From an optimization exercise on the open Yosys and OpenROAD flow, aimed at small area, a short achievable clock period and few clock cycles; shortcuts taken in it are not production practice.
Function was checked by simulation only, so behaviour that the tests miss may differ from the original.
Power and IR drop assume default switching activity.

<file path="design/flow/run.sh">
#!/bin/bash
# synth_recipe.tcl (not shown) runs the flow's synth.tcl, then flattens the netlist and writes it again
# the make line also repeats each setting of config.mk as NAME=value (left out here)
make -C /OpenROAD-flow-scripts/flow DESIGN_CONFIG=/design/flow/config.mk WORK_HOME=/design/flow/orfs CLKGATE_MAP_FILE= SYNTH_SCRIPT=/design/flow/synth_recipe.tcl finish
</file>
<file path="design/flow/config.mk">
export PLATFORM = sky130hd
export DESIGN_NAME = surgeon_core
export DESIGN_NICKNAME = surgeon_core
export VERILOG_FILES = /design/flow/design.v
export SDC_FILE = /design/flow/constraint.sdc
export NUM_CORES = 4
export LEC_CHECK = 0
export CAP_MARGIN = 20
export CORE_MARGIN = 2
export CORE_UTILIZATION = 40
export SLEW_MARGIN = 20
</file>
<file path="design/flow/constraint.sdc">
create_clock -name core_clock -period 5.0 [get_ports {clk}]
set_input_delay 1.0000 -clock core_clock [delete_from_list [all_inputs] [get_ports {clk}]]
set_output_delay 1.0000 -clock core_clock [all_outputs]
set_load 0.01 [all_outputs]
</file>
<file path="design/flow/design.v">
module surgeon_core (
    input  wire        clk,
    input  wire        rst,
    input  wire        cmd_valid,
    output wire        cmd_ready,
    input  wire [63:0] cmd,
    output reg         resp_valid,
    output reg  [63:0] resp
);
    localparam [15:0] TCI_DEFAULT = 16'h0000;
    localparam [47:0] MAC_DEFAULT = 48'h000000000000;
    localparam [15:0] TPID_STD    = 16'h8100;
    localparam [3:0] ST_OK      = 4'd0;
    localparam [3:0] ST_RANGE   = 4'd1;
    localparam [3:0] ST_ISLEN   = 4'd2;
    localparam [3:0] ST_UNKNOWN = 4'd3;
    localparam [3:0] ST_ILLEGAL = 4'd4;
    localparam [7:0] P_DEFAULT     = 8'h10;
    localparam [7:0] P_TRYFROM     = 8'h11;
    localparam [7:0] P_SET         = 8'h12;
    localparam [7:0] P_VALUE       = 8'h13;
    localparam [7:0] P_ISVALID     = 8'h14;
    localparam [7:0] P_MIN         = 8'h15;
    localparam [7:0] P_MAX         = 8'h16;
    localparam [7:0] P_BITS        = 8'h17;
    localparam [7:0] TAG_DEFAULT   = 8'h20;
    localparam [7:0] TAG_NEW       = 8'h21;
    localparam [7:0] TAG_WR_TPID   = 8'h22;
    localparam [7:0] TAG_RD_TPID   = 8'h23;
    localparam [7:0] TAG_RD_TCI    = 8'h24;
    localparam [7:0] TAG_ISVALID   = 8'h25;
    localparam [7:0] TAG_GET_PCP   = 8'h26;
    localparam [7:0] TAG_SET_PCP   = 8'h27;
    localparam [7:0] TAG_GET_DEI   = 8'h28;
    localparam [7:0] TAG_SET_DEI   = 8'h29;
    localparam [7:0] TAG_GET_VID   = 8'h2A;
    localparam [7:0] TAG_SET_VID   = 8'h2B;
    localparam [7:0] HDR_DEFAULT   = 8'h30;
    localparam [7:0] HDR_WR_SRC    = 8'h31;
    localparam [7:0] HDR_WR_DST    = 8'h32;
    localparam [7:0] HDR_RD_SRC    = 8'h33;
    localparam [7:0] HDR_RD_DST    = 8'h34;
    localparam [7:0] HDR_SET_TAG   = 8'h35;
    localparam [7:0] HDR_CLR_TAG   = 8'h36;
    localparam [7:0] HDR_GET_TAG   = 8'h37;
    localparam [7:0] HDR_SET_ETYPE = 8'h38;
    localparam [7:0] HDR_RD_ETYPE  = 8'h39;
    localparam [7:0] ET_TRYFROM    = 8'h3A;
    localparam [7:0] HDR_EQ        = 8'h3B;
    localparam [1:0] SEL_NONE = 2'd0, SEL_W = 2'd1, SEL_H = 2'd2;
    localparam [1:0] DAT_NONE = 2'd0, DAT_D16 = 2'd1, DAT_D1 = 2'd2, DAT_D48 = 2'd3;
    reg        u1;
    reg [1:0]  u2;
    reg [2:0]  u3;
    reg [3:0]  u4;
    reg [11:0] u12;
    reg [15:0] tag_tpid;
    reg [15:0] tag_tci;
    reg [47:0] h_src       [0:1];
    reg [47:0] h_dst       [0:1];
    reg        h_tag_some  [0:1];
    reg [15:0] h_tag_tpid  [0:1];    
    reg [15:0] h_tag_tci   [0:1];
    reg        h_etype_ip4 [0:1];    
    wire [7:0]  op   = cmd[63:56];
    wire [3:0]  sel  = cmd[55:52];
    wire [3:0]  rsv  = cmd[51:48];
    wire [47:0] data = cmd[47:0];
    wire [15:0] v    = data[15:0];
    wire        b    = data[0];
    wire        h    = sel[0];
    wire accept = cmd_valid && cmd_ready;
    assign cmd_ready = 1'b1;
    reg       known;
    reg [1:0] sel_kind;
    reg [1:0] dat_kind;
    always @(*) begin
        known    = 1'b1;
        sel_kind = SEL_NONE;
        dat_kind = DAT_NONE;
        case (op)
            P_DEFAULT, P_VALUE, P_ISVALID, P_MIN, P_MAX, P_BITS:
                sel_kind = SEL_W;
            P_TRYFROM, P_SET: begin
                sel_kind = SEL_W;
                dat_kind = DAT_D16;
            end
            TAG_DEFAULT, TAG_RD_TPID, TAG_RD_TCI, TAG_ISVALID,
            TAG_GET_PCP, TAG_GET_DEI, TAG_GET_VID, HDR_EQ: ;
            TAG_NEW, TAG_WR_TPID, TAG_SET_PCP, TAG_SET_VID:
                dat_kind = DAT_D16;
            TAG_SET_DEI:
                dat_kind = DAT_D1;
            HDR_DEFAULT, HDR_RD_SRC, HDR_RD_DST, HDR_SET_TAG, HDR_CLR_TAG,
            HDR_GET_TAG, HDR_RD_ETYPE:
                sel_kind = SEL_H;
            HDR_WR_SRC, HDR_WR_DST: begin
                sel_kind = SEL_H;
                dat_kind = DAT_D48;
            end
            HDR_SET_ETYPE: begin
                sel_kind = SEL_H;
                dat_kind = DAT_D1;
            end
            ET_TRYFROM: begin
                sel_kind = SEL_H;
                dat_kind = DAT_D16;
            end
            default:
                known = 1'b0;
        endcase
    end
    reg sel_ok;
    always @(*) begin
        case (sel_kind)
            SEL_W:   sel_ok = (sel <= 4'd4);
            SEL_H:   sel_ok = (sel <= 4'd1);
            default: sel_ok = (sel == 4'd0);
        endcase
    end
    reg data_ok;
    always @(*) begin
        case (dat_kind)
            DAT_D16: data_ok = (data[47:16] == 32'd0);
            DAT_D1:  data_ok = (data[47:1] == 47'd0);
            DAT_D48: data_ok = 1'b1;
            default: data_ok = (data == 48'd0);
        endcase
    end
    wire legal = known && (rsv == 4'd0) && sel_ok && data_ok;
    reg [11:0] prim_max;      
    reg [3:0]  prim_bits;     
    reg [11:0] prim_val;      
    always @(*) begin
        case (sel[2:0])
            3'd0:    begin prim_max = 12'h001; prim_bits = 4'd1;  prim_val = {11'd0, u1}; end
            3'd1:    begin prim_max = 12'h003; prim_bits = 4'd2;  prim_val = {10'd0, u2}; end
            3'd2:    begin prim_max = 12'h007; prim_bits = 4'd3;  prim_val = {9'd0,  u3}; end
            3'd3:    begin prim_max = 12'h00F; prim_bits = 4'd4;  prim_val = {8'd0,  u4}; end
            default: begin prim_max = 12'hFFF; prim_bits = 4'd12; prim_val = u12;         end
        endcase
    end
    wire prim_in_range = (v <= {4'd0, prim_max});
    wire tag_eq = (h_tag_some[0] == h_tag_some[1]) &&
                  (!h_tag_some[0] ||
                   ((h_tag_tpid[0] == h_tag_tpid[1]) && (h_tag_tci[0] == h_tag_tci[1])));
    wire hdr_eq = (h_src[0] == h_src[1]) && (h_dst[0] == h_dst[1]) &&
                  tag_eq && (h_etype_ip4[0] == h_etype_ip4[1]);
    reg [3:0]  status;
    reg [47:0] rdata;
    always @(*) begin
        status = ST_OK;
        rdata  = 48'd0;
        if (!legal) begin
            status = ST_ILLEGAL;
        end else begin
            case (op)
                P_TRYFROM: begin
                    if (prim_in_range) rdata = {32'd0, v};
                    else               status = ST_RANGE;
                end
                P_SET:
                    if (!prim_in_range) status = ST_RANGE;
                P_VALUE:     rdata = {36'd0, prim_val};
                P_ISVALID:   rdata = {47'd0, (prim_val <= prim_max)};
                P_MIN:       rdata = 48'd0;
                P_MAX:       rdata = {36'd0, prim_max};
                P_BITS:      rdata = {44'd0, prim_bits};
                TAG_RD_TPID: rdata = {32'd0, tag_tpid};
                TAG_RD_TCI:  rdata = {32'd0, tag_tci};
                TAG_ISVALID: rdata = {47'd0, (tag_tpid == TPID_STD)};
                TAG_GET_PCP: rdata = {45'd0, tag_tci[15:13]};
                TAG_SET_PCP:
                    if (v > 16'd7) status = ST_RANGE;
                TAG_GET_DEI: rdata = {47'd0, tag_tci[12]};
                TAG_GET_VID: rdata = {36'd0, tag_tci[11:0]};
                TAG_SET_VID:
                    if (v > 16'h0FFF) status = ST_RANGE;
                HDR_RD_SRC:  rdata = h_src[h];
                HDR_RD_DST:  rdata = h_dst[h];
                HDR_GET_TAG:
                    if (h_tag_some[h])
                        rdata = {15'd0, 1'b1, h_tag_tpid[h], h_tag_tci[h]};
                HDR_RD_ETYPE: rdata = h_etype_ip4[h] ? 48'h000000000800 : 48'd0;
                ET_TRYFROM: begin
                    if (v <= 16'd1500)       status = ST_ISLEN;
                    else if (v == 16'h0800)  rdata  = 48'h000000000800;
                    else                     status = ST_UNKNOWN;
                end
                HDR_EQ:      rdata = {47'd0, hdr_eq};
                default: ;
            endcase
        end
    end
    wire do_write = accept && (status == ST_OK);
    always @(posedge clk) begin
        if (rst) begin
            u1       <= 1'b0;
            u2       <= 2'd0;
            u3       <= 3'd0;
            u4       <= 4'd0;
            u12      <= 12'd0;
            tag_tpid <= TPID_STD;
            tag_tci  <= TCI_DEFAULT;
            h_src[0] <= MAC_DEFAULT;
            h_src[1] <= MAC_DEFAULT;
            h_dst[0] <= MAC_DEFAULT;
            h_dst[1] <= MAC_DEFAULT;
            h_tag_some[0]  <= 1'b0;
            h_tag_some[1]  <= 1'b0;
            h_etype_ip4[0] <= 1'b0;
            h_etype_ip4[1] <= 1'b0;
        end else if (do_write) begin
            case (op)
                P_DEFAULT, P_TRYFROM, P_SET: begin
                    case (sel[2:0])
                        3'd0:    u1  <= (op == P_DEFAULT) ? 1'b0  : v[0];
                        3'd1:    u2  <= (op == P_DEFAULT) ? 2'd0  : v[1:0];
                        3'd2:    u3  <= (op == P_DEFAULT) ? 3'd0  : v[2:0];
                        3'd3:    u4  <= (op == P_DEFAULT) ? 4'd0  : v[3:0];
                        default: u12 <= (op == P_DEFAULT) ? 12'd0 : v[11:0];
                    endcase
                end
                TAG_DEFAULT: begin
                    tag_tpid <= TPID_STD;
                    tag_tci  <= TCI_DEFAULT;
                end
                TAG_NEW: begin
                    tag_tpid <= TPID_STD;
                    tag_tci  <= v;
                end
                TAG_WR_TPID: tag_tpid <= v;
                TAG_SET_PCP: tag_tci[15:13] <= v[2:0];
                TAG_SET_DEI: tag_tci[12]    <= b;
                TAG_SET_VID: tag_tci[11:0]  <= v[11:0];
                HDR_DEFAULT: begin
                    h_src[h]       <= MAC_DEFAULT;
                    h_dst[h]       <= MAC_DEFAULT;
                    h_tag_some[h]  <= 1'b0;
                    h_etype_ip4[h] <= 1'b0;
                end
                HDR_WR_SRC: h_src[h] <= data;
                HDR_WR_DST: h_dst[h] <= data;
                HDR_SET_TAG: begin
                    h_tag_some[h] <= 1'b1;
                    h_tag_tpid[h] <= tag_tpid;
                    h_tag_tci[h]  <= tag_tci;
                end
                HDR_CLR_TAG: h_tag_some[h] <= 1'b0;
                HDR_GET_TAG:
                    if (h_tag_some[h]) begin
                        tag_tpid <= h_tag_tpid[h];
                        tag_tci  <= h_tag_tci[h];
                    end
                HDR_SET_ETYPE: h_etype_ip4[h] <= b;
                ET_TRYFROM:    h_etype_ip4[h] <= 1'b1;    
                default: ;
            endcase
        end
    end
    always @(posedge clk) begin
        if (rst) begin
            resp_valid <= 1'b0;
        end else begin
            resp_valid <= accept;
        end
        if (accept)
            resp <= {status, 12'd0, rdata};
    end
endmodule
</file>
==> results.json <==
{
  "outcome": "no timing/DRC/antenna violations",
  "crit_top_cell": "o2111a_1",
  "async_reset_ff_share_pct": 0,
  "antenna_found_initial": 0,
  "synth_edf_count": 311,
  "vdd_drop_max_uv": 199.4,
  "ys_seq_elements": 366,
  "dieWidth_um": 222.4,
  "grt_usage_pct": 24.48,
  "numCtsBuffers": 41,
  "hp-class": "flip-flop to flip-flop",
  "wirelength_um": 60670,
  "drv_cap": 0,
  "p_total_uw": 7010,
  "crit_fanout": 48,
  "rows": 80,
  "post-route-period-util_pct": 84.95,
  "globalplace.congestion": 0.9289,
  "layout_setup_ws_ns": 0.7527,
  "num_vias": 13870,
  "cts_setup_buffers": 0,
  "synth_seq_area_share_pct": 54.73,
  "p_leak_uw": 0.008213,
  "cts.sinks": 366,
  "busiest_layer": "met2",
  "syn2layout_area_growth_pct": 18.88,
  "critPathArrivalTime_ns": 4.49,
  "synth_flop_cell": "edfxtp_1",
  "crit_chain": "clkdlybuf4s50_1 -> or4b_2 -> nor2_1 -> inv_1 -> ha_1 -> o31a_1 -> nor3_1 -> o2111a_1 -> o2111a_1 -> nand2_2 -> o41ai_4 -> buf_12",
  "powerDensity_nw_per_um2": 309.1,
  "synth.distinct_cells": 67,
  "die_area_um2": 49450,
  "slowest_stage": "or4b_2",
  "max_stage_delay_ns": 0.73,
  "grt_overflow_total": 0,
  "coreArea_um2": 47450,
  "boundaryPins": 133,
  "placed_cell_area_um2": 21340,
  "clkTransAtPathRegs_ns": 0.06,
  "dp_slack_ns": 0.2112,
  "startpoint_type": "primary input",
  "insertion_delay_ns": 0.58,
  "avgSynthCellArea_um2": 11.76,
  "cts_buffer_depth": 3,
  "finClkSkew_ns": 0.02605,
  "post_drt_wl_per_cell_um": 25.37,
  "hpwl_um": 41880,
  "tightest_slew_ns": 0.8717,
  "grt_pass1_wl_um": 89820,
  "ant_nets": 0,
  "cts-resized-gates": 0,
  "holdWs_ns": 0.4599,
  "first_iter_violations": 1340,
  "start_util_pct": 40.21,
  "grt_use_met2_pct": 39.60,
  "drive_gt1_share_pct": 11.55,
  "slew_violations": 0,
  "final_area_um2": 22680,
  "cts_max_level": 2,
  "finalSetupViolCount": 0,
  "ff2ff_path_depth": 10,
  "rsz0062_at_grt": "no",
  "endpoint_kind": "flip-flop",
  "hold_viol": 0,
  "whs_path_depth": 2,
  "nets": 1831,
  "worst-setup-path-type": "primary input to flip-flop",
  "cts_hold_buf": 0,
  "port_buffers": 118,
  "fmax_mhz": 235.4,
  "drc": 0,
  "fp.dieH_um": 222.4,
  "drt_pass1_iterations": 5,
  "cp_data_required_time_ns": 5.24,
  "max-slew-margin-rel_pct": 41.67,
  "via_per_inst": 5.803,
  "syn_inst": 1622,
  "grt_pass1_vias": 13630,
  "fin_util_pct": 47.80,
  "grtUsageMet1_pct": 33.59,
  "yosysWarningCount": 1,
  "cts_tree": "yes",
  "grt_max_degree": 91,
  "cts-root-buf": "clkbuf_16",
  "syn_area_um2": 19080,
  "gr-usage-met3_pct": 3.888,
  "period_minus_slack_ns": 4.247
}
==> cell type report <==
type / count / area, µm²
fillers: 4328 / 24770
flip-flops and latches: 366 / 10440
multi-input cells: 1129 / 8188
repair buffers: 195 / 1913
clock buffers: 51 / 1085
well taps: 615 / 769.5
clock inverters: 23 / 237.7
inverters: 11 / 41.29
diodes: 1 / 2.502
==> layer usage <==
layer / part of all wire, % / wire [µm]
met1: 43 / 26260
met2: 47 / 28510
met3: 6.8 / 4112
met4: 3.0 / 1793
met5: 0 / 0
==> cell usage in the layout (no fill, tap or decap), types with 23 or more instances in the layout <==
master / count
edfxtp_1: 311
and2_1: 193
mux2i_1: 120
clkdlybuf4s50_1: 115
xor2_1: 111
nor2_1: 88
nand2_1: 76
buf_4: 64
dfxtp_1: 55
a21oi_1: 45
nor4_1: 43
clkbuf_16: 42
mux2_2: 40
o22ai_1: 29
a22oi_1: 29
o21ai_0: 26
nor2b_1: 26
nand4_1: 23
==> worst max-delay path: cells and delay by family <==
family	cells	cell delay [ns]
and+or+nand+nor	4	1.28
AOI/OAI and AO/OA	4	1.03
buffers and inverters	3	0.82
adders and majority gates	1	0.31
==> state kept, by name, summed over array words and instances, names as in the netlist, 4 cells and up <==
signal      count
h_tag_tci      32
u12            12
h_src          96
u4              4
h_tag_tpid     32
tag_tpid       16
h_dst          96
resp           51
tag_tci        16
==> synthesized netlist by cell type, drive strengths merged, types with 7 or more instances <==
| master | count | area share [%] |
|---|---|---|
| a21oi | 45 | 1.2 |
| a221oi | 19 | 0.87 |
| a22oi | 29 | 1.1 |
| a31oi | 19 | 0.62 |
| a41oi | 8 | 0.37 |
| and2 | 193 | 6.3 |
| and3 | 17 | 0.56 |
| buf | 42 | 1.3 |
| clkbuf | 86 | 1.7 |
| dfxtp | 55 | 5.8 |
| edfxtp | 311 | 49 |
| ha | 20 | 1.3 |
| inv | 9 | 0.18 |
| mux2 | 48 | 2.8 |
| mux2i | 120 | 6.3 |
| nand2 | 77 | 1.5 |
| nand3 | 16 | 0.42 |
| nand4 | 23 | 0.75 |
| nor2 | 88 | 1.7 |
| nor2b | 26 | 0.85 |
| nor3 | 17 | 0.51 |
| nor4 | 50 | 1.9 |
| o21a | 14 | 0.55 |
| o21ai | 26 | 0.68 |
| o22a | 15 | 0.69 |
| o22ai | 29 | 0.95 |
| or4 | 7 | 0.28 |
| xnor2 | 18 | 0.83 |
| xor2 | 111 | 5.1 |
==> path summary, 6_finish.rpt <==
check	startpoint	to	slack, ns
worst max-delay path	cmd[61]	h_dst[0][27]	0.75
worst min-delay path	u4[0]	u4[0]	0.46
worst max register to register	u4[2]	resp[0]	2.24
worst min register to register	u4[0]	u4[0]	0.46
==> metrics by stage <==
step	instances	setup TNS, ns
2_1_floorplan	1634	-51.03
3_3_place_gp	2316	0
3_5_place_dp	2316	0
4_1_cts	2390	0
5_1_grt	2390	0
6_report	2391	0
==> cell families (layout without fill, tap and decap cells) <==
group / count (synthesis) / count (layout) / share of synthesized area [%]
AOI/OAI and AO/OA: 252 / 252 / 9.347
xor gates and xnor gates: 129 / 129 / 5.923
adders and majority gates: 20 / 20 / 1.312
buffers and inverters: 139 / 280 / 3.253
DFF: 366 / 366 / 54.73
muxes: 169 / 169 / 9.248
other: 2 / 15 / 0.03937
and+or+nand+nor: 545 / 545 / 16.15
==> power breakdown <==
part           internal (µW)  leakage [µW]  switching, µW  total, µW
combinational            217       0.00411            341        558
sequential              3390       0.00346           60.1       3450
clock                   1750      0.000649           1250       3000
Testbench counts, summed over its fixed seeds: cycles 12,008.

separate check: timing with driven ports:
How much do the figures lean on ideal ports? The routed layout below was timed once more, with nothing changed but the port constraints. Step 1 sets driving cells, clkbuf_16 on the clock port and buf_2 on the other inputs (assumed; they add their load-dependent delay and slew). Step 2, shift: input delay + t, output delay - t, t = (earliest + latest rising clock arrival at the registers) / 2. This alone moves slack from input paths to output paths. Slacks: ideal / step 1 / step 2; pairs: ideal / step 1.
t (ns): 0.619
slack for setup (ns): 0.753 / 0.782 / 0.163
latest minus earliest clock arrival (ns): 0.030 / 0.030
After both steps this run still meets setup and hold. For this run, drivers alone change the setup slack by +0.029 ns; drivers and shift together by -0.590 ns.
